Context: an optimization exercise on an open-source flow, tuned for small area. The choices shown serve that exercise and are no tape-out recipe.
Function was checked by simulation only, so behaviour that the tests miss may differ from the original.
Power and IR drop assume default switching activity.

File: config.mk
export PLATFORM = sky130hd
export DESIGN_NAME = bitbang_core
export DESIGN_NICKNAME = bitbang_core
export VERILOG_FILES = /design/flow/design.v
export SDC_FILE = /design/flow/constraint.sdc
export NUM_CORES = 8
export LEC_CHECK = 0
export CAP_MARGIN = 20
export CORE_MARGIN = 2
export CORE_UTILIZATION = 65
export CTS_BUF_LIST = sky130_fd_sc_hd__clkbuf_16
export CTS_CLUSTER_DIAMETER = 50
export CTS_CLUSTER_SIZE = 25
export SLEW_MARGIN = 20
export SYNTH_HIERARCHICAL = 1
File: constraint.sdc
create_clock -name core_clock -period 10.0 [get_ports {clk}]
set_input_delay 2.0000 -clock core_clock [delete_from_list [all_inputs] [get_ports {clk}]]
set_output_delay 2.0000 -clock core_clock [all_outputs]
set_load 0.01 [all_outputs]
File: design.v
module bb_aoi222 (
    input  wire [2:0] a,
    input  wire [2:0] s,
    output wire       y
);
    assign y = ~((a[0] & s[0]) | (a[1] & s[1]) | (a[2] & s[2]));
endmodule
module bb_nor2 (
    input  wire a,
    input  wire b,
    output wire y
);
    assign y = ~(a | b);
endmodule
module bitbang_core (
    input  wire        clk,
    input  wire        rst,           
    input  wire [10:0] host_addr,     
    input  wire        host_we,
    input  wire [31:0] host_wdata,
    input  wire        host_re,
    output reg  [31:0] host_rdata,    
    output wire        busy,
    output wire        ev_valid,
    output wire [1:0]  ev_kind,       
    output wire [2:0]  ev_role,
    output wire        ev_level,
    output wire [31:0] ev_dur,
    input  wire        ev_ack,
    input  wire        ev_fault,
    input  wire [7:0]  ev_info,
    input  wire        ev_rlevel
);
    localparam [29:0] TICKS = 30'd1000000000;
    localparam [3:0] OP_XLATE = 4'h1, OP_SPI_INIT = 4'h2, OP_SPI_FREE = 4'h3,
                     OP_SPI_XFER = 4'h4, OP_I2C_INIT = 4'h5, OP_I2C_FREE = 4'h6,
                     OP_I2C_WRITE = 4'h7, OP_I2C_READ = 4'h8, OP_I2C_WRRD = 4'h9,
                     OP_SER_INIT = 4'hA, OP_SER_FREE = 4'hB, OP_SER_WRITE = 4'hC,
                     OP_SER_READ = 4'hD;
    localparam [2:0] R_SCK = 3'd0, R_MOSI = 3'd1, R_MISO = 3'd2, R_SCL = 3'd3,
                     R_SDA = 3'd4, R_TX = 3'd5, R_RX = 3'd6;
    localparam [1:0] K_WRITE = 2'd0, K_READ = 2'd1, K_DELAY = 2'd2;
    localparam [2:0] E_OK = 3'd0, E_PIN = 3'd1, E_NACK = 3'd2, E_PARITY = 3'd3,
                     E_FRAME = 3'd4, E_CONFIG = 3'd5, E_ILLEGAL = 3'd6;
    localparam [2:0] PH_START1 = 3'd0, PH_START2 = 3'd1, PH_ADDR1 = 3'd2,
                     PH_ADDR2 = 3'd3, PH_WDATA = 3'd4, PH_RDATA = 3'd5,
                     PH_STOP = 3'd6, PH_FSTOP = 3'd7;
    reg        st_busy, st_done;
    reg [2:0]  st_err;
    reg        spi_valid, i2c_valid, ser_valid;
    reg [11:0] pinerr;               
    reg        po_sck, po_mosi, po_scl, po_sda, po_tx;
    reg [31:0] xl_rate;
    reg [29:0] xl_delay;
    reg [2:0]  spi_cfg;              
    reg [31:0] spi_rate;
    reg [28:0] spi_delay;
    reg [31:0] i2c_rate;
    reg [28:0] i2c_delay;
    reg [5:0]  ser_cfg;              
    reg [31:0] ser_rate;
    reg [29:0] ser_tbit;
    reg [7:0]  ser_rxdata;
    reg        dvp;                  
    reg [3:0]  op;
    reg [6:0]  addr7;                
    reg [7:0]  cnta, cntb;           
    reg [7:0]  bidx;                 
    reg [7:0]  sh;                   
    reg [2:0]  s;                    
    reg [3:0]  k;                    
    reg [2:0]  ph;                   
    reg        pacc;                 
    reg        stop2n;               
    reg        epin;                 
    reg        mwr, mrd;             
    reg [29:0] rem, q;               
    reg        dph;                  
    reg        dbl;                  
    assign busy = st_busy;
    reg [28:0] ser_thalf;
    reg [29:0] dv_res;               
    function [29:0] inc30(input [29:0] x, input cin);
        integer i;
        reg c, g;
        begin
            g = cin;
            c = cin;
            for (i = 0; i < 30; i = i + 1) begin
                if (i % 6 == 0) begin
                    if (i != 0) g = g & (&x[i - 1 -: 6]);
                    c = g;
                end
                inc30[i] = x[i] ^ c;
                c = x[i] & c;
            end
        end
    endfunction
    always @(*) begin
        ser_thalf = inc30({1'b0, ser_tbit[29:1]}, ser_tbit[0]);
        dv_res    = inc30(q, rem != 30'd0);
    end
    wire       spi_cpha  = spi_cfg[0];
    wire       spi_cpol  = spi_cfg[1];
    wire       spi_lsbf  = spi_cfg[2];
    wire [1:0] ser_dbits = ser_cfg[1:0];
    wire       ser_pen   = ser_cfg[2];
    wire       ser_podd  = ser_cfg[3];
    wire       ser_stop2 = ser_cfg[4];
    wire       ser_msbf  = ser_cfg[5];
    wire [3:0] ser_n     = 4'd5 + {2'b00, ser_dbits};
    wire       f_spi  = (op == OP_SPI_XFER);
    wire       f_i2c  = (op == OP_I2C_WRITE) | (op == OP_I2C_READ) | (op == OP_I2C_WRRD);
    wire       f_tx   = (op == OP_SER_WRITE);
    wire       f_rx   = (op == OP_SER_READ);
    wire       f_ser  = f_tx | f_rx;
    wire       f_init = ~f_spi & ~f_i2c & ~f_ser;    
    wire       c_start = (k == 4'd0);
    wire       c_data  = ~c_start & (k <= ser_n);
    wire       c_par   = ser_pen & (k == ser_n + 4'd1);
    wire       c_stop  = ~c_start & ~c_data & ~c_par;
    wire       c_last  = c_stop & (stop2n | ~ser_stop2);
    wire       lsbf    = f_spi ? spi_lsbf : (f_ser & ~ser_msbf);
    wire [2:0] topb    = f_ser ? {1'b1, ser_dbits} : 3'd7;
    wire       sh_out  = lsbf ? sh[0] : sh[topb];
    function [7:0] shifted(input [7:0] v, input din);
        integer j;
        begin
            if (!lsbf) shifted = {v[6:0], din};
            else begin
                for (j = 0; j < 8; j = j + 1)
                    shifted[j] = (j == topb) ? din : ((j == 7) ? 1'b0 : v[(j + 1) % 8]);
            end
        end
    endfunction
    reg        e_valid;
    reg [1:0]  e_kind;
    reg [2:0]  e_role;
    reg        e_level;
    reg        i2c_last_step;
    wire [1:0] i2c_proc = (ph[2:1] == 2'b00) ? 2'd0 :           
                          (ph[2:1] == 2'b11) ? 2'd3 :           
                          (((ph == PH_RDATA) ^ (k == 4'd8)) ? 2'd2 : 2'd1);   
    always @(*) begin
        e_valid = 1'b1;
        e_kind  = K_WRITE;
        e_role  = R_SCK;
        e_level = 1'b1;
        i2c_last_step = 1'b0;
        if (f_spi) begin
            case ({spi_cpha, s})
                4'b0_000: begin e_role = R_MOSI; e_level = sh_out; end
                4'b0_001: e_kind = K_DELAY;
                4'b0_010: begin e_role = R_SCK; e_level = ~spi_cpol; end
                4'b0_011: begin e_kind = K_READ; e_role = R_MISO; end
                4'b0_100: e_kind = K_DELAY;
                4'b0_101: begin e_role = R_SCK; e_level = spi_cpol; end
                4'b1_000: begin e_role = R_SCK; e_level = ~spi_cpol; end
                4'b1_001: begin e_role = R_MOSI; e_level = sh_out; end
                4'b1_010: e_kind = K_DELAY;
                4'b1_011: begin e_role = R_SCK; e_level = spi_cpol; end
                4'b1_100: begin e_kind = K_READ; e_role = R_MISO; end
                default:  e_kind = K_DELAY;
            endcase
        end else if (f_i2c) begin
            case (i2c_proc)
                2'd0: case (s)    
                    3'd0: e_role = R_SDA;
                    3'd1: e_kind = K_DELAY;
                    3'd2: e_role = R_SCL;
                    3'd3: begin e_kind = K_READ; e_role = R_SCL; end
                    3'd4: e_kind = K_DELAY;
                    3'd5: begin e_role = R_SDA; e_level = 1'b0; end
                    3'd6: e_kind = K_DELAY;
                    default: begin e_role = R_SCL; e_level = 1'b0; i2c_last_step = 1'b1; end
                endcase
                2'd1: case (s)    
                    3'd0: begin
                        e_role = R_SDA;
                        e_level = (ph == PH_RDATA) ? (cntb == 8'd1) : sh[7];
                    end
                    3'd1: e_kind = K_DELAY;
                    3'd2: e_role = R_SCL;
                    3'd3: begin e_kind = K_READ; e_role = R_SCL; end
                    3'd4: e_kind = K_DELAY;
                    default: begin e_role = R_SCL; e_level = 1'b0; i2c_last_step = 1'b1; end
                endcase
                2'd2: case (s)    
                    3'd0: e_role = R_SDA;
                    3'd1: e_kind = K_DELAY;
                    3'd2: e_role = R_SCL;
                    3'd3: begin e_kind = K_READ; e_role = R_SCL; end
                    3'd4: e_kind = K_DELAY;
                    3'd5: begin e_kind = K_READ; e_role = R_SDA; end
                    default: begin e_role = R_SCL; e_level = 1'b0; i2c_last_step = 1'b1; end
                endcase
                default: case (s)    
                    3'd0: begin e_role = R_SCL; e_level = 1'b0; end
                    3'd1: begin e_role = R_SDA; e_level = 1'b0; end
                    3'd2: e_kind = K_DELAY;
                    3'd3: e_role = R_SCL;
                    3'd4: begin e_kind = K_READ; e_role = R_SCL; end
                    3'd5: e_kind = K_DELAY;
                    3'd6: e_role = R_SDA;
                    default: begin e_kind = K_DELAY; i2c_last_step = 1'b1; end
                endcase
            endcase
        end else if (f_tx) begin
            if (s == 3'd0) begin
                e_role = R_TX;
                if (c_start)     e_level = 1'b0;
                else if (c_data) e_level = sh_out;
                else if (c_par)  e_level = pacc ^ ser_podd;
            end else
                e_kind = K_DELAY;
        end else if (f_rx) begin
            if (s == 3'd0 || s == 3'd3) begin
                e_kind = K_READ; e_role = R_RX;
            end else
                e_kind = K_DELAY;
        end else begin
            e_valid = (op != OP_XLATE);
            case (op)
                OP_SPI_INIT: e_level = spi_cpol;
                OP_I2C_INIT: e_role = (s == 3'd0) ? R_SCL : R_SDA;
                default:     e_role = R_TX;
            endcase
        end
        if (!st_busy || dvp || mwr || mrd)
            e_valid = 1'b0;
    end
    assign ev_valid = e_valid;
    assign ev_kind  = e_kind;
    assign ev_role  = e_role;
    assign ev_level = e_level;
    assign ev_dur   = {2'b00, f_spi ? {1'b0, spi_delay} :
                              f_i2c ? {1'b0, i2c_delay} :
                              (f_rx && s == 3'd1) ? {1'b0, ser_thalf} : ser_tbit};
    wire ev_done = e_valid & ev_ack;
    wire ev_bad  = ev_done & ev_fault & (e_kind != K_DELAY);
    wire ev_good = ev_done & ~ev_bad;
    wire ev_wr   = (e_kind == K_WRITE);
    wire        dv_dbit  = TICKS[5'd29 - bidx[4:0]];
    wire [29:0] dv_sh    = {rem[28:0], dv_dbit};
    reg  [30:0] dv_rate;
    always @(*) begin
        case (op)
            OP_SPI_INIT: dv_rate = spi_rate[30:0];
            OP_I2C_INIT: dv_rate = i2c_rate[30:0];
            OP_SER_INIT: dv_rate = ser_rate[30:0];
            default:     dv_rate = xl_rate[30:0];
        endcase
    end
    reg  [29:0] dv_diff;
    reg         dv_fits, dv_blo;
    always @(*) begin : dvsub
        integer i;
        reg b;
        b = 1'b0;
        for (i = 0; i < 30; i = i + 1) begin
            if (i == 15) begin
                dv_blo = b;
                b = dbl;
            end
            dv_diff[i] = dv_sh[i] ^ dv_rate[i] ^ b;
            b = (~dv_sh[i] & dv_rate[i]) | (~(dv_sh[i] ^ dv_rate[i]) & b);
        end
        dv_fits = ~(b | dv_rate[30]);
    end
    wire        dv_full  = (op == OP_SER_INIT) | ((op == OP_XLATE) & addr7[0]);
    wire        dv_last  = (bidx[4:0] == {4'b1110, dv_full});
    wire        aligned  = (host_addr[1:0] == 2'b00);
    wire        hw       = host_we & aligned & ~st_busy;
    wire        hw_cmd   = hw & (host_addr == 11'h000);
    wire [3:0]  c_op     = host_wdata[3:0];
    wire [7:0]  c_lena   = host_wdata[23:16];
    wire [7:0]  c_lenb   = host_wdata[31:24];
    reg         c_illegal, c_rate_bad;
    wire        xl_bad   = xl_rate[31]  | (xl_rate  == 32'd0);
    wire        spi_bad  = spi_rate[31] | (spi_rate == 32'd0);
    wire        i2c_bad  = i2c_rate[31] | (i2c_rate == 32'd0);
    wire        ser_bad  = ser_rate[31] | (ser_rate == 32'd0);
    always @(*) begin
        case (c_op)
            OP_XLATE:     c_illegal = 1'b0;
            OP_SPI_INIT:  c_illegal = spi_valid;
            OP_SPI_FREE,
            OP_SPI_XFER:  c_illegal = ~spi_valid;
            OP_I2C_INIT:  c_illegal = i2c_valid;
            OP_I2C_FREE,
            OP_I2C_WRITE,
            OP_I2C_READ:  c_illegal = ~i2c_valid;
            OP_I2C_WRRD:  c_illegal = ~i2c_valid | (({1'b0, c_lena} + {1'b0, c_lenb}) > 9'd256);
            OP_SER_INIT:  c_illegal = ser_valid;
            OP_SER_FREE,
            OP_SER_WRITE,
            OP_SER_READ:  c_illegal = ~ser_valid;
            default:      c_illegal = 1'b1;
        endcase
        case (c_op)
            OP_SPI_INIT:  c_rate_bad = spi_bad;
            OP_I2C_INIT:  c_rate_bad = i2c_bad;
            OP_SER_INIT:  c_rate_bad = ser_bad;
            default:      c_rate_bad = xl_bad;
        endcase
    end
    wire        host_bufrd = host_re & host_addr[10];
    wire        port_seq   = st_busy & ~host_bufrd;
    wire [7:0]  b_idx      = port_seq ? bidx : host_addr[9:2];
    wire        b_we       = (hw & host_addr[10]) | (port_seq & mwr);
    reg  [7:0]  b_rd;
    wire [7:0]  b_wd       = rst ? 8'd0 : (~b_we ? b_rd : (st_busy ? sh : host_wdata[7:0]));
    reg  [15:0] b_pa_n, b_pb_n;
    always @(*) begin : pdec
        integer i;
        for (i = 0; i < 16; i = i + 1) begin
            b_pa_n[i] = ~(rst | (b_idx[3:0] == i[3:0]));
            b_pb_n[i] = ~(rst | (b_idx[7:4] == i[3:0]));
        end
    end
    wire [255:0] b_sel;
    wire [2047:0] b_flat;
    genvar gi, gb;
    generate
        for (gi = 0; gi < 256; gi = gi + 1) begin : g_buf
            reg [7:0] m;
            always @(posedge clk)
                if (b_sel[gi])
                    m <= b_wd;
            assign b_flat[gi*8 +: 8] = m;
        end
        for (gi = 0; gi < 256; gi = gi + 1) begin : g_dec
            bb_nor2 u_d (.a(b_pa_n[gi % 16]), .b(b_pb_n[gi / 16]), .y(b_sel[gi]));
        end
        for (gb = 0; gb < 8; gb = gb + 1) begin : g_rd
            wire [85:0] y;
            for (gi = 0; gi < 85; gi = gi + 1) begin : g_t
                bb_aoi222 u_t (
                    .a({b_flat[(3*gi+2)*8+gb], b_flat[(3*gi+1)*8+gb], b_flat[(3*gi)*8+gb]}),
                    .s(b_sel[3*gi+2:3*gi]),
                    .y(y[gi]));
            end
            assign y[85] = ~(b_flat[255*8+gb] & b_sel[255]);
            always @(*) b_rd[gb] = ~&y;
        end
    endgenerate
    reg [31:0] rd_val;
    always @(*) begin
        rd_val = 32'd0;
        if (aligned && !rst) begin
            if (host_addr[10]) begin
                rd_val = {24'd0, b_rd};
            end else if (host_addr[9:7] == 3'd0) begin
                case (host_addr[6:2])
                    5'h01: rd_val = {21'd0, ser_valid, i2c_valid, spi_valid, 1'b0,
                                     st_err, 2'b00, st_done, st_busy};
                    5'h02: rd_val = {16'd0, pinerr[11:4], 4'd0, pinerr[3:0]};
                    5'h03: rd_val = {26'd0, po_tx, po_sda, po_scl, 1'b0, po_mosi, po_sck};
                    5'h04: rd_val = xl_rate;
                    5'h05: rd_val = {2'b00, xl_delay};
                    5'h08: rd_val = {29'd0, spi_cfg};
                    5'h09: rd_val = spi_rate;
                    5'h0A: rd_val = {3'b000, spi_delay};
                    5'h0C: rd_val = i2c_rate;
                    5'h0D: rd_val = {3'b000, i2c_delay};
                    5'h10: rd_val = {26'd0, ser_cfg};
                    5'h11: rd_val = ser_rate;
                    5'h12: rd_val = {2'b00, ser_tbit};
                    5'h13: rd_val = {3'b000, ser_thalf};
                    5'h14: rd_val = {24'd0, ser_rxdata};
                    default: rd_val = 32'd0;
                endcase
            end
        end
    end
    always @(posedge clk)
        if (rst | host_re)
            host_rdata <= rd_val;
    wire [31:0] hwd     = host_wdata & {32{~rst}};
    wire [29:0] dres    = dv_res & {30{~rst}};
    wire        w_xlr   = hw & (host_addr == 11'h010);
    wire        w_spic  = hw & (host_addr == 11'h020) & ~spi_valid;
    wire        w_spir  = hw & (host_addr == 11'h024) & ~spi_valid;
    wire        w_i2cr  = hw & (host_addr == 11'h030) & ~i2c_valid;
    wire        w_serc  = hw & (host_addr == 11'h040) & ~ser_valid;
    wire        w_serr  = hw & (host_addr == 11'h044) & ~ser_valid;
    wire        init_ok = st_busy & f_init & ~dvp &
                          ((op == OP_XLATE) | (ev_good & ~((op == OP_I2C_INIT) & (s == 3'd0))));
    always @(posedge clk) begin
        if (rst | w_xlr)  xl_rate  <= hwd;
        if (rst | w_spic) spi_cfg  <= hwd[2:0];
        if (rst | w_spir) spi_rate <= hwd;
        if (rst | w_i2cr) i2c_rate <= hwd;
        if (rst | w_serc) ser_cfg  <= {hwd[5:2], host_wdata[1:0] | {2{rst}}};
        if (rst | w_serr) ser_rate <= hwd;
        if (rst | (init_ok & (op == OP_XLATE)))    xl_delay  <= dres;
        if (rst | (init_ok & (op == OP_SPI_INIT))) spi_delay <= dres[28:0];
        if (rst | (init_ok & (op == OP_I2C_INIT))) i2c_delay <= dres[28:0];
        if (rst | (init_ok & (op == OP_SER_INIT))) ser_tbit  <= dres;
    end
    task finish(input [2:0] code);
        begin
            st_err  <= code;
            st_done <= 1'b1;
            st_busy <= 1'b0;
        end
    endtask
    task finish_pin(input [11:0] pin);
        begin
            finish(E_PIN);
            pinerr <= pin;
        end
    endtask
    wire [11:0] ev_pin = {ev_info, ev_wr, e_role};
    always @(posedge clk) begin
        if (rst) begin
            st_busy    <= 1'b0;
            st_done    <= 1'b0;
            st_err     <= 3'd0;
            spi_valid  <= 1'b0;
            i2c_valid  <= 1'b0;
            ser_valid  <= 1'b0;
            pinerr     <= 12'd0;
            po_sck     <= 1'b0;
            po_mosi    <= 1'b0;
            po_scl     <= 1'b1;
            po_sda     <= 1'b1;
            po_tx      <= 1'b1;
            ser_rxdata <= 8'd0;
        end else begin
            if (ev_good && ev_wr) begin
                case (e_role)
                    R_SCK:  po_sck  <= e_level;
                    R_MOSI: po_mosi <= e_level;
                    R_SCL:  po_scl  <= e_level;
                    R_SDA:  po_sda  <= e_level;
                    R_TX:   po_tx   <= e_level;
                    default: ;
                endcase
            end
            if (!st_busy) begin
                if (hw_cmd) begin
                    op      <= c_op;
                    addr7   <= host_wdata[10:4];
                    cnta    <= c_lena;
                    cntb    <= c_lenb;
                    st_done <= 1'b0;
                    st_err  <= 3'd0;
                    bidx    <= 8'd0;
                    s       <= 3'd0;
                    k       <= 4'd0;
                    ph      <= PH_START1;
                    sh      <= (c_op == OP_SER_READ) ? 8'd0 : c_lena;
                    pacc    <= 1'b0;
                    stop2n  <= 1'b0;
                    rem     <= 30'd0;
                    q       <= 30'd0;
                    mwr     <= 1'b0;
                    mrd     <= (c_op == OP_SPI_XFER);
                    dph     <= 1'b0;
                    dvp     <= (c_op == OP_XLATE) | (c_op == OP_SPI_INIT) |
                               (c_op == OP_I2C_INIT) | (c_op == OP_SER_INIT);
                    if (c_illegal) begin
                        finish(E_ILLEGAL);
                    end else begin
                        case (c_op)
                            OP_XLATE, OP_SPI_INIT, OP_I2C_INIT, OP_SER_INIT: begin
                                if (c_rate_bad) finish(E_CONFIG);
                                else st_busy <= 1'b1;
                            end
                            OP_SPI_FREE: begin spi_valid <= 1'b0; finish(E_OK); end
                            OP_I2C_FREE: begin i2c_valid <= 1'b0; finish(E_OK); end
                            OP_SER_FREE: begin ser_valid <= 1'b0; finish(E_OK); end
                            OP_SPI_XFER: begin
                                if (c_lena == 8'd0) finish(E_OK);
                                else st_busy <= 1'b1;
                            end
                            default: st_busy <= 1'b1;    
                        endcase
                    end
                end
            end else if (mwr) begin
                if (port_seq) begin
                    mwr  <= 1'b0;
                    bidx <= bidx + 8'd1;
                    if (f_spi) begin
                        cnta <= cnta - 8'd1;
                        if (cnta == 8'd1) finish(E_OK);
                        else mrd <= 1'b1;
                    end else begin
                        cntb <= cntb - 8'd1;
                        if (cntb == 8'd1) ph <= PH_STOP;
                    end
                end
            end else if (mrd) begin
                if (port_seq) begin
                    mrd <= 1'b0;
                    sh  <= b_rd;
                end
            end else if (f_init) begin
                if (dvp) begin
                    dph <= ~dph;
                    dbl <= dv_blo;
                    if (dph) begin
                        bidx <= bidx + 8'd1;
                        rem  <= dv_fits ? dv_diff : dv_sh;
                        q    <= {q[28:0], dv_fits};
                        if (dv_last) dvp <= 1'b0;
                    end
                end else if (op == OP_XLATE) begin
                    finish(E_OK);
                end else if (ev_done) begin
                    if (ev_bad) finish_pin(ev_pin);
                    else if (op == OP_I2C_INIT && s == 3'd0) s <= 3'd1;
                    else begin
                        finish(E_OK);
                        case (op)
                            OP_SPI_INIT: spi_valid <= 1'b1;
                            OP_I2C_INIT: i2c_valid <= 1'b1;
                            default:     ser_valid <= 1'b1;
                        endcase
                    end
                end
            end else if (f_spi) begin
                if (ev_done) begin
                    if (ev_bad) finish_pin(ev_pin);
                    else begin
                        if (s == (spi_cpha ? 3'd4 : 3'd3))
                            sh <= shifted(sh, ev_rlevel);
                        if (s != 3'd5) s <= s + 3'd1;
                        else begin
                            s <= 3'd0;
                            k <= {1'b0, k[2:0] + 3'd1};
                            if (k[2:0] == 3'd7) mwr <= 1'b1;
                        end
                    end
                end
            end else if (f_i2c) begin
                if (ev_done) begin
                    if (ev_bad) begin
                        if (ph == PH_FSTOP) begin
                            if (epin) finish_pin({sh, k});
                            else finish(E_NACK);
                        end else if (ph == PH_STOP)
                            finish_pin(ev_pin);
                        else begin
                            epin <= 1'b1;
                            sh   <= ev_info;
                            k    <= {ev_wr, e_role};
                            ph   <= PH_FSTOP;
                            s    <= 3'd0;
                        end
                    end else if (e_kind == K_READ && e_role == R_SCL && !ev_rlevel) begin
                    end else if (!i2c_last_step) begin
                        s <= s + 3'd1;
                        if ((i2c_proc == 2'd1 && s == 3'd0 && ph != PH_RDATA) ||
                            (i2c_proc == 2'd2 && s == 3'd5))
                            sh <= {sh[6:0], ev_rlevel};
                    end else begin
                        s <= 3'd0;
                        case (ph)
                            PH_START1, PH_START2: begin
                                ph <= (ph == PH_START1) ? PH_ADDR1 : PH_ADDR2;
                                sh <= {addr7, (ph == PH_START2) || (op == OP_I2C_READ)};
                                k  <= 4'd0;
                            end
                            PH_STOP: finish(E_OK);
                            PH_FSTOP: begin
                                if (epin) finish_pin({sh, k});
                                else finish(E_NACK);
                            end
                            PH_RDATA: begin
                                if (k != 4'd8) k <= k + 4'd1;
                                else begin
                                    k   <= 4'd0;
                                    mwr <= 1'b1;
                                end
                            end
                            default: begin   
                                if (k != 4'd8) k <= k + 4'd1;
                                else begin
                                    k <= 4'd0;
                                    if (sh[0]) begin
                                        epin <= 1'b0;
                                        ph   <= PH_FSTOP;
                                    end else if (ph == PH_ADDR2 || op == OP_I2C_READ) begin
                                        ph <= (cntb != 8'd0) ? PH_RDATA : PH_STOP;
                                    end else begin
                                        if (ph == PH_WDATA) begin
                                            bidx <= bidx + 8'd1;
                                            cnta <= cnta - 8'd1;
                                        end
                                        if ((ph == PH_WDATA) ? (cnta != 8'd1) : (cnta != 8'd0)) begin
                                            ph  <= PH_WDATA;
                                            mrd <= 1'b1;
                                        end else
                                            ph <= (op == OP_I2C_WRRD) ? PH_START2 : PH_STOP;
                                    end
                                end
                            end
                        endcase
                    end
                end
            end else if (f_tx) begin
                if (ev_done) begin
                    if (ev_bad) finish_pin(ev_pin);
                    else if (s == 3'd0) begin
                        s <= 3'd1;
                        if (c_data) begin
                            pacc <= pacc ^ sh_out;
                            sh   <= shifted(sh, 1'b0);
                        end
                    end else begin
                        s <= 3'd0;
                        if (c_last) finish(E_OK);
                        else if (c_stop) stop2n <= 1'b1;
                        else k <= k + 4'd1;
                    end
                end
            end else begin
                if (ev_done) begin
                    if (ev_bad) finish_pin(ev_pin);
                    else case (s)
                        3'd0: if (!ev_rlevel) s <= 3'd1;
                        3'd1: begin s <= 3'd2; k <= 4'd1; end
                        3'd2: s <= 3'd3;
                        default: begin
                            s <= 3'd2;
                            if (c_data) begin
                                sh   <= shifted(sh, ev_rlevel);
                                pacc <= pacc ^ ev_rlevel;
                                k    <= k + 4'd1;
                            end else if (c_par) begin
                                if (ev_rlevel != (pacc ^ ser_podd)) finish(E_PARITY);
                                else k <= k + 4'd1;
                            end else begin
                                if (!ev_rlevel) finish(E_FRAME);
                                else if (c_last) begin
                                    ser_rxdata <= sh;
                                    finish(E_OK);
                                end else stop2n <= 1'b1;
                            end
                        end
                    endcase
                end
            end
        end
    end
endmodule
File: run.sh
#!/bin/bash
# synth_recipe.tcl (not shown) runs the flow's synth.tcl, then flattens the netlist and writes it again
# the make line also repeats each setting of config.mk as NAME=value (left out here)
make -C /OpenROAD-flow-scripts/flow DESIGN_CONFIG=/design/flow/config.mk WORK_HOME=/design/flow/orfs CLKGATE_MAP_FILE= SYNTH_SCRIPT=/design/flow/synth_recipe.tcl finish
==> metrics.yaml, run 1 <==
placed_design:
  dp_slack_ns: 0.734
  dp_hpwl_um: 165000
  port_buffers: 127
  dp_cells: 7837
  gp_congestion: 0.984
final_layout:
  final_cell_mix: "2456 x edfxtp_1, 734 x a222oi_1, 412 x nor2_1"
  fin_util_pct: 74.0
  final_common_cell: "edfxtp_1"
  final_nets: 6266
  drive_above_1_share_pct: 12.9
  stdcell_count: 8173
  area_growth_pct: 13.4
grt:
  grt_first_pass_wirelength_um: 379000
  antenna_found_initial: 11
  grt_max_degree: 257
  gr-total-overflow: 0
  grt_usage_pct: 34.0
  grt_pass1_vias: 55800
worst_setup_path:
  timing.rr.end: "rem[0]"
  ff2ff_path_depth: 25
  cpPeakStageDelay_ns: 0.78
  critPathRequiredTime_ns: 10.66
  cpMostUsedCell: "fa_1"
  cp-end-kind: "flop"
  crit_type: "flop to flop"
  r2r-start: "op[1]"
  worstPathMaxFanout: 24
  r2r_slack_ns: 0.69
  arrival_ns: 9.97
  start_kind: "flop"
  cp_slowest_cell: "edfxtp_1"
power_and_ir_drop:
  power_frac_seq_pct: 57.0
  power_switching_uw: 5180
  swShare_pct: 24.4
  p_leak_uw: 0.0360
  peakVddDrop_uv: 233
  finalPower_uw: 21200
  p_int_uw: 16100
  pwr_density_cell_nw_per_um2: 195
  combPwrFrac_pct: 6.9
  power.share.clock_pct: 36.1
sta:
  report.final.slew_viol_count: 0
  worst_slew_pin_slew_ns: 1.18
  period_share_pct: 93.1
  period_needed_ns: 9.31
  finClkSkew_ns: 0.0508
  finalSetupViolations: 0
  max_slew_margin_pct: 20.9
  setup_ws_ns: 0.691
  hold_viol: 0
  max_freq_mhz: 107
  rsz0062_at_grt: "no"
drt:
  num_vias: 59700
  firstDrtPassIters: 13
  first_iter_violations: 11000
  wl_per_cell_um: 31.8
  drc: 0
  avgViaCountPerCell: 7.31
  ant_nets: 0
  wl_um: 260000
min_path:
  hold_class: "flop to flop"
  min_from: "ser_rxdata[6]"
  holdPathEnd: "ser_rxdata[6]"
  worstHoldPathCells: 2
floorplan:
  start_util_pct: 65.3
  ios: 130
  die-area_um2: 151000
  die_w_um: 389
  std_cell_rows: 141
  core_um2: 147000
  die-height_um: 389
clock_tree:
  cts_resized: 0
  path_clk_slew_ns: 0.07
  cts_hold_buf: 0
  cts_buffers: 175
  postCtsSetupBuffers: 0
  cts_buffer_depth: 3
  clkSinkCount: 2489
  cts_tree: "built"
  clk-insertion-delay-late_ns: 0.85
  cts_root_buf: "clkbuf_16"
  cts-htree-levels: 4
synth:
  synth_ff_type: "edfxtp_1"
  yosysSeqAreaShare_pct: 77.3
  async_flop_share_pct: 0
  netlist_area_um2: 96300
  synth_cells: 5564
  yosysUniqueCellTypes: 87
  synth_edf_count: 2456
  ys_warn_count: 7
  ys_ff_latch: 2489
  postSynthAreaPerCell_um2: 17.3
run:
  drv_cap: 0
status:
  status: "timing/DRC/antenna clean"
synthesized netlist by cell type (8+ instances only):
cell | n | area [um2]
o21ai_0 | 114 | 571
nand3b_1 | 17 | 128
edfxtp_1 | 2456 | 73800
inv_1 | 56 | 210
a21o_1 | 10 | 75.1
ha_1 | 91 | 1140
nand2b_1 | 25 | 156
o311ai_0 | 8 | 70.1
a22o_1 | 34 | 298
a222oi_1 | 734 | 7350
or3_1 | 12 | 75.1
nand2_1 | 141 | 529
and3_1 | 11 | 68.8
nand3_1 | 66 | 330
a21oi_1 | 133 | 666
nor2_1 | 434 | 1630
a21boi_0 | 9 | 67.6
nor2b_1 | 83 | 519
and2_1 | 44 | 275
o22ai_1 | 16 | 100
nor3_1 | 49 | 245
fa_1 | 30 | 601
nand4_1 | 193 | 1210
o32ai_1 | 10 | 87.6
mux2i_1 | 89 | 891
a31oi_1 | 38 | 238
o31ai_1 | 11 | 82.6
nor3b_1 | 10 | 75.1
and4_1 | 8 | 70.1
a22oi_1 | 93 | 698
dfxtp_1 | 33 | 661
xnor2_1 | 29 | 254
buf_1 | 16 | 60.1
nor4_1 | 91 | 569
buf_2 | 19 | 95.1
a211oi_1 | 43 | 323
a221oi_1 | 39 | 342
xor2_1 | 15 | 131
clkbuf_1 | 122 | 458
modules after synthesis, one instance, submodules excluded:
module / cell area [um2] / times used
bitbang_core: 88500 / 1
bb_aoi222: 10.0 / 680
bb_nor2: 3.75 / 256
critical path, delay by kind of cell, from the launching register on:
family | cells | cell delay, ns
flops | 1 | 0.78
buf+inv | 3 | 0.73
mux | 1 | 0.35
compound gates | 3 | 0.75
simple gates | 3 | 0.84
fa+ha+maj | 15 | 5.68
stage by stage:
stage / hold WS [ns] / TNS [ns] / instance area [um2]
after floorplan: 0.442 / -2431.59 / 96400
after global placement: 0.489 / 0 / 103000
after detailed placement: 0.500 / 0 / 103000
after CTS: 0.517 / 0 / 109000
after global routing: 0.545 / 0 / 109000
final: 0.531 / 0 / 109000
kinds of logic after synthesis:
kind of cell    after synthesis  synth area share (%)
compound gates             1380                  12.2
xor+xnor                     44                 0.400
fa+ha+maj                   121                  1.81
buf+inv                     219                 0.908
flops                      2489                  77.3
mux                          92                 0.960
other cells                   1               0.00389
simple gates               1218                  6.45
state kept, by name, summed over array words and instances, names as in the netlist, 32 cells and up:
register,count
ser_rate,32
spi_rate,32
host_rdata,32
i2c_rate,32
xl_rate,32
g_buf.m,2048
area by class of cell:
type                    count  area [um2]
diodes                      1        2.50
clock buffers             180        4500
clock inverters           152        1770
fillers                  8809       38300
inverters                  57         216
multi-input cells        2857       21600
flip-flops and latches   2489       74400
well taps                1930        2410
repair buffers            507        4300
routing by layer:
layer / up-vias / GRT usage, % / share of wire (%)
li1: 25400 / - / -
met1: 29900 / 49.7 / 39
met2: 3848 / 51.6 / 46
met3: 602 / 5.60 / 11
met4: 4 / 14.8 / 5.2
met5: - / 0 / 0.012
how the worst max path moves through the flow:
stage,endpoint,slack (ns),start,cells after the start
3_3_place_gp,rem[0],0.89,op[1],25
4_1_cts,rem[6],0.74,op[1],25
6_report,rem[0],0.69,op[1],25
3_5_place_dp,rem[7],0.73,op[1],25
2_1_floorplan,g_buf[0].m[0],-1.36,host_re,12
5_1_grt,rem[5],0.32,op[1],25
power groups by stage:
stage	sequential, uW	combinational (uW)	clock, uW
CTS	12100	1440	7750
floorplan	12300	734	0
global placement	12300	1410	0
global route	12100	1550	8110
finish	12100	1460	7670
detailed placement	12300	1440	0
==> run 2: changes to the inputs <==
--- a/config.mk
+++ b/config.mk
@@ -8,8 +8,5 @@
 export CAP_MARGIN = 20
 export CORE_MARGIN = 2
 export CORE_UTILIZATION = 65
-export CTS_BUF_LIST = sky130_fd_sc_hd__clkbuf_16
-export CTS_CLUSTER_DIAMETER = 50
-export CTS_CLUSTER_SIZE = 25
 export SLEW_MARGIN = 20
 export SYNTH_HIERARCHICAL = 1
==> run 2 against run 1 <==
Effect of this change:
- wire length is 1.0% higher
- critical path depth stayed put
- cell count is 1.1% higher
- hold slack worse by 0.015 ns
- clock power is 12% higher
- clock skew is 0.0067 ns higher
- first-iteration DRC count is 2.1% lower
- global-route usage is 0.32 points higher
- utilization is 0.76 points higher
- final area is 1.0% higher
- critical endpoint unchanged
==> metrics.yaml, run 2 <==
sta:
  report.final.slew_viol_count: 0
  finClkSkew_ns: 0.0575
  setup_ws_ns: 0.720
  finalSetupViolations: 0
  max_freq_mhz: 108
  hold_viol: 0
  rsz0062_at_grt: "no"
  period_share_pct: 92.8
  period_needed_ns: 9.28
  finalHoldWorstSlack_ns: 0.516
  max_slew_margin_pct: 27.7
  worst_slew_pin_slew_ns: 1.08
synth:
  synth_cells: 5564
  post-synth-top-count-cell: "edfxtp_1"
  yosysUniqueCellTypes: 87
  postSynthAreaPerCell_um2: 17.3
  yosys-top-cells-count: "2456 x edfxtp_1, 734 x a222oi_1, 434 x nor2_1"
  synth.area.top_cells: "edfxtp_1 77%, a222oi_1 7.6%, nor2_1 1.7%"
  synth_top_family_by_area: "compound AO/OA/AOI/OAI gates"
  synth-simple-area-share_pct: 6.45
  synthAdderAreaFrac_pct: 1.81
  ys_ff_latch: 2489
  synthMuxAreaShare_pct: 0.960
  ys_warn_count: 7
  netlist_area_um2: 96300
  synth_edf_count: 2456
  synth_xor_area_share_pct: 0.400
  synth_compound_area_share_pct: 12.2
  synth_top_area_cell: "edfxtp_1"
  yosysSeqAreaShare_pct: 77.3
  async_flop_share_pct: 0
  synth_ff_type: "edfxtp_1"
  synth_top_cell_area_share_pct: 76.6
power_and_ir_drop:
  p_leak_uw: 0.0366
  pwr_density_cell_nw_per_um2: 201
  peakVddDrop_uv: 232
clock_tree:
  cts_hold_buf: 0
  cts-htree-levels: 4
  postCtsSetupBuffers: 0
  cts_buffers: 229
  cts_root_buf: "clkbuf_16"
  cts_resized: 0
  cts_buffer_depth: 3
  path_clk_slew_ns: 0.06
  clkSinkCount: 2489
  clk-insertion-delay-late_ns: 0.87
  cts_tree: "built"
drt:
  wl_um: 262000
  ant_nets: 0
  wl_per_cell_um: 31.7
  firstDrtPassIters: 14
  first_iter_violations: 10800
  num_vias: 60200
  drc: 0
  avgViaCountPerCell: 7.29
floorplan:
  start_util_pct: 65.3
  std_cell_rows: 141
  core_um2: 147000
  die_w_um: 389
  die-height_um: 389
  die-area_um2: 151000
  ios: 130
final_layout:
  final_nets: 6320
  regArea_um2: 74400
  fin_area_um2: 110000
  multiInputGateArea_um2: 21600
  drive_above_1_share_pct: 12.9
  area_growth_pct: 14.5
  final_common_cell: "edfxtp_1"
  final_cell_mix: "2456 x edfxtp_1, 734 x a222oi_1, 412 x nor2_1"
  regMostFlops: "g_buf.m"
  largest_reg_flops: 2048
  stdcell_count: 8265
  nFillCells: 8657
placed_design:
  port_buffers: 127
  dp_slack_ns: 0.734
  place_area_um2: 103000
  gp_congestion: 0.984
  dp_cells: 7837
  dp_hpwl_um: 165000
worst_setup_path:
  crit_type: "flop to flop"
  worstPathMaxFanout: 24
  critPathRequiredTime_ns: 10.68
  start_kind: "flop"
  cp-end-kind: "flop"
  arrival_ns: 9.96
grt:
  grt_pass1_vias: 56700
  gr-total-overflow: 0
  grt_max_degree: 257
  grt_usage_pct: 34.4
  grt_first_pass_wirelength_um: 383000
  antenna_found_initial: 12
min_path:
  hold_class: "flop to flop"
run:
  drv_cap: 0
status:
  status: "timing/DRC/antenna clean"
[run 2: changes by cell type in the layout (fill, tap and decap cells not counted), moves of 27 or more]
cell,before,now
clkinv_2,8,46
clkinv_1,8,48
inv_6,31,3
inv_8,27,0
clkbuf_1,0,48
clkbuf_16,180,229
[run 2: worst paths after layout]
path,to,cells after the start,slack [ns],from
setup / recovery,rem[0],25,0.72,op[1]
hold / removal,ser_rxdata[6],2,0.52,ser_rxdata[6]
setup reg to reg,rem[0],25,0.72,op[1]
hold reg to reg,ser_rxdata[6],2,0.52,ser_rxdata[6]
[run 2: cell type report]
type,count,area share (%)
multi-input cells,2857,19.5
well taps,1930,2.19
repair buffers,507,3.90
flip-flops and latches,2489,67.5
inverters,57,0.196
diodes,3,0.00681
clock buffers,277,5.36
clock inverters,145,1.33
[run 2: layer usage]
metal | part of all wire, % | vias to the layer above | track usage (%)
li1 | - | 25500 | -
met1 | 38 | 30100 | 49.3
met2 | 46 | 3965 | 52.1
met3 | 11 | 644 | 6.60
met4 | 5.3 | 8 | 15.7
met5 | 0.022 | - | 0
[run 2: critical path, stage by stage (launching register included)]
cell and delay, ns:
edfxtp_1 0.77, nand2b_1 0.36, nor3_2 0.36, buf_4 0.34, a222oi_1 0.16, a21oi_1 0.23, fa_1 0.20, inv_1 0.06
fa_1 0.37, fa_1 0.39, fa_1 0.39, fa_1 0.39, fa_1 0.39, fa_1 0.40, fa_1 0.39, fa_1 0.39
fa_1 0.38, fa_1 0.39, fa_1 0.39, fa_1 0.38, fa_1 0.40, fa_1 0.43, o21ai_4 0.36, buf_4 0.35
mux2_2 0.35, nor2_1 0.08
[run 2: power by group]
group / switching, uW / total (uW) / internal (uW)
Clock: 3810 / 8580 / 4770
Sequential: 159 / 12100 / 12000
Combinational: 1050 / 1460 / 412
[run 2: cells by family after synthesis]
kind of cell	Yosys count
DFF	2489
adders and majority gates	121
other	1
buffers and inverters	219
xor gates and xnor gates	44
AOI/OAI and AO/OA	1380
and+or+nand+nor	1218
muxes	92
[run 2: modules after synthesis (local to each module, per instance)]
module	flip-flops and latches	area [um2]	cells
bb_aoi222	0	10.0	1
bb_nor2	0	3.75	1
bitbang_core	2489	88500	4628
[run 2: metrics by stage]
stage          util (%)  total power, uW  setup TNS (ns)
5_1_grt            74.8            22700               0
6_report           74.8            22200               0
2_1_floorplan         -            13100        -2431.59
3_3_place_gp       69.7            13700               0
3_5_place_dp       69.7            13800               0
4_1_cts            74.7            22200               0
==> run 3: changes to the inputs <==
--- a/config.mk
+++ b/config.mk
@@ -7,6 +7,10 @@
 export LEC_CHECK = 0
 export CAP_MARGIN = 20
 export CORE_MARGIN = 2
-export CORE_UTILIZATION = 65
+export CORE_UTILIZATION = 70
+export CTS_BUF_LIST = sky130_fd_sc_hd__clkbuf_16
+export CTS_CLUSTER_DIAMETER = 60
+export CTS_CLUSTER_SIZE = 40
+export PLACE_DENSITY = 0.8
 export SLEW_MARGIN = 20
 export SYNTH_HIERARCHICAL = 1
==> run 3 against run 2 <==
Effect of this change:
- still clean on timing, DRC and antenna
- setup slack improved by 0.022 ns
- non-clock buffer count shrank 19
- hold slack worse by 0.012 ns
- largest cell class unchanged
==> metrics.yaml, run 3 <==
grt:
  grt_usage_pct: 36.8
  gr-total-overflow: 0
  grt_pass1_vias: 57700
  antenna_found_initial: 5
  grt_max_degree: 257
  grt_first_pass_wirelength_um: 381000
floorplan:
  ios: 130
  std_cell_rows: 136
  start_util_pct: 70.3
  die-height_um: 375
  die-area_um2: 141000
  die_w_um: 375
  core_um2: 137000
sta:
  max_freq_mhz: 108
  tns_ns: 0
  finalSetupViolations: 0
  period_share_pct: 92.6
  max_slew_margin_pct: 13.0
  rsz0062_at_grt: "no"
  worst_slew_pin_slew_ns: 1.29
  period_needed_ns: 9.26
  hold_viol: 0
  finClkSkew_ns: 0.0456
  report.final.slew_viol_count: 0
power_and_ir_drop:
  finalPower_uw: 20100
  p_leak_uw: 0.0353
  pwr_density_cell_nw_per_um2: 187
  peakVddDrop_uv: 230
placed_design:
  port_buffers: 127
  gp_congestion: 1.02
  dp_hpwl_um: 163000
synth:
  synth_cells: 5564
  synth_top_family_by_area: "compound AO/OA/AOI/OAI gates"
  post-synth-top-count-cell: "edfxtp_1"
  synth_xor_area_share_pct: 0.400
  ys_warn_count: 7
  synthMuxAreaShare_pct: 0.960
  synth_top_area_cell: "edfxtp_1"
  async_flop_share_pct: 0
  synth.area.top_cells: "edfxtp_1 77%, a222oi_1 7.6%, nor2_1 1.7%"
  synth_ff_type: "edfxtp_1"
  yosysUniqueCellTypes: 87
  yosysSeqAreaShare_pct: 77.3
  ys_ff_latch: 2489
  postSynthAreaPerCell_um2: 17.3
  synth-simple-area-share_pct: 6.45
  synthAdderAreaFrac_pct: 1.81
  synth_edf_count: 2456
  synth_top_cell_area_share_pct: 76.6
  synth_compound_area_share_pct: 12.2
  netlist_area_um2: 96300
  yosys-top-cells-count: "2456 x edfxtp_1, 734 x a222oi_1, 434 x nor2_1"
clock_tree:
  path_clk_slew_ns: 0.08
  cts_buffer_depth: 3
  cts_tree: "built"
  postCtsSetupBuffers: 0
  cts_buffers: 138
  cts_resized: 0
  cts_hold_buf: 0
  cts_root_buf: "clkbuf_16"
  clk-insertion-delay-late_ns: 0.83
  cts-htree-levels: 4
  clkSinkCount: 2489
run:
  drv_cap: 0
drt:
  first_iter_violations: 13000
  wl_per_cell_um: 32.8
  ant_nets: 0
  drc: 0
  wl_um: 260000
  avgViaCountPerCell: 7.64
  num_vias: 60600
  firstDrtPassIters: 15
worst_setup_path:
  arrival_ns: 9.91
  start_kind: "flop"
  cpMostUsedCell: "fa_1"
  timing.rr.end: "rem[0]"
  cp-end-kind: "flop"
  worstPathMaxFanout: 33
  r2r-start: "op[1]"
  crit_type: "flop to flop"
  r2r_slack_ns: 0.74
  crit_start: "op[1]"
  cpPeakStageDelay_ns: 0.78
  ff2ff_path_depth: 25
  critPathRequiredTime_ns: 10.65
  cp_slowest_cell: "edfxtp_1"
final_layout:
  final_cell_mix: "2456 x edfxtp_1, 734 x a222oi_1, 399 x nor2_1"
  drive_above_1_share_pct: 11.7
  regArea_um2: 74400
  multiInputGateArea_um2: 21500
  regMostFlops: "g_buf.m"
  area_growth_pct: 11.6
  nFillCells: 7243
  final_nets: 6210
  largest_reg_flops: 2048
  final_common_cell: "edfxtp_1"
min_path:
  worstHoldPathCells: 2
  holdPathEnd: "ser_rxdata[0]"
  hold_class: "flop to flop"
  min_from: "ser_rxdata[0]"
status:
  status: "timing/DRC/antenna clean"
run 3: cell counts after synthesis:
No cell type changed its count.
run 3: report_power, final:
group	total [uW]	internal, uW	switching (uW)
Sequential	12100	12000	171
Combinational	1450	410	1040
Clock	6530	2940	3590
Total	20100	15300	4810
run 3: how the worst max path moves through the flow:
stage	end	slack (ns)	depth (start not counted)
2_1_floorplan	g_buf[0].m[0]	-1.36	12
3_3_place_gp	rem[0]	1.02	24
3_5_place_dp	rem[10]	0.81	25
4_1_cts	rem[0]	0.89	25
5_1_grt	rem[5]	0.43	25
6_report	rem[0]	0.74	25
run 3: metal layers:
metal	GRT usage, %	wire (um)
met3	6.81	31700
met5	0	0
met4	18.7	15500
met2	57.4	123000
met1	50.7	90500
run 3: modules after synthesis, one instance, submodules excluded:
module / cells inside / area (um2) / times used
bb_nor2: 1 / 3.75 / 256
bb_aoi222: 1 / 10.0 / 680
bitbang_core: 4628 / 88500 / 1
run 3: stage by stage:
step                util [%]  worst slack (ns)  hold WS [ns]  cells  cell area [um2]
floorplan                  -             -1.36         0.442   5565            96400
global placement        74.7              1.02         0.493   7675           102000
detailed placement      74.7             0.813         0.493   7676           102000
CTS                     78.3             0.887         0.508   7924           107000
global route            78.5             0.435         0.545   7935           108000
finish                  78.5             0.742         0.504   7935           108000
run 3: final cells by class:
type	count	area share (%)
antenna	2	0.00465
clock buffer	142	3.30
clock inverter	106	1.20
inverter	57	0.201
multi-input combinational	2857	20.0
sequential	2489	69.2
tap	1794	2.09
timing repair buffer	488	3.96
run 3: logic make-up after synthesis:
kind of cell | Yosys count
other cells | 1
xor+xnor | 44
buf+inv | 219
simple gates | 1218
mux | 92
flops | 2489
fa+ha+maj | 121
compound gates | 1380
run 3: worst max-delay path, delay by kind of cell (launching register included):
family / cells / cell delay, ns
buf+inv: 3 / 0.74
compound gates: 3 / 0.65
mux: 1 / 0.34
flops: 1 / 0.78
simple gates: 3 / 0.89
fa+ha+maj: 15 / 5.70

[afterwards: timing with drivers on the ports]
The flow's constraints put no driver on any port. The routed layouts listed below were extracted and timed again, unchanged, in two steps.
Step 1 (the two cells are an assumption about what drives the block):
set clk [get_ports {clk}]
set_driving_cell -lib_cell sky130_fd_sc_hd__clkbuf_16 $clk
set_driving_cell -lib_cell sky130_fd_sc_hd__buf_2 [delete_from_list [all_inputs] $clk]
Step 2 times the ports against the registers' clock, not the clock port: input delays grow and output delays shrink by t, the midpoint of the rising clock arrivals with the driver on.
Slacks: ideal / step 1 / step 2; pairs: ideal / step 1.
run	t (ns)	slack for setup (ns)	hold slack, ns	worst slew at a driven data input, ns	cell pins on the clock port's net
run 1	0.903	0.691 / 0.691 / 0.691	0.531 / 0.531 / 0.531	0.12	1
run 2	0.926	0.720 / 0.720 / 0.720	0.516 / 0.516 / 0.516	0.12	1
run 3	0.887	0.742 / 0.742 / 0.724	0.504 / 0.504 / 0.504	0.13	1
After both steps every run listed still meets setup and hold. The setup slack of run 3, which loses most, moves by 0.000 ns with the drivers and by -0.018 ns with both steps.
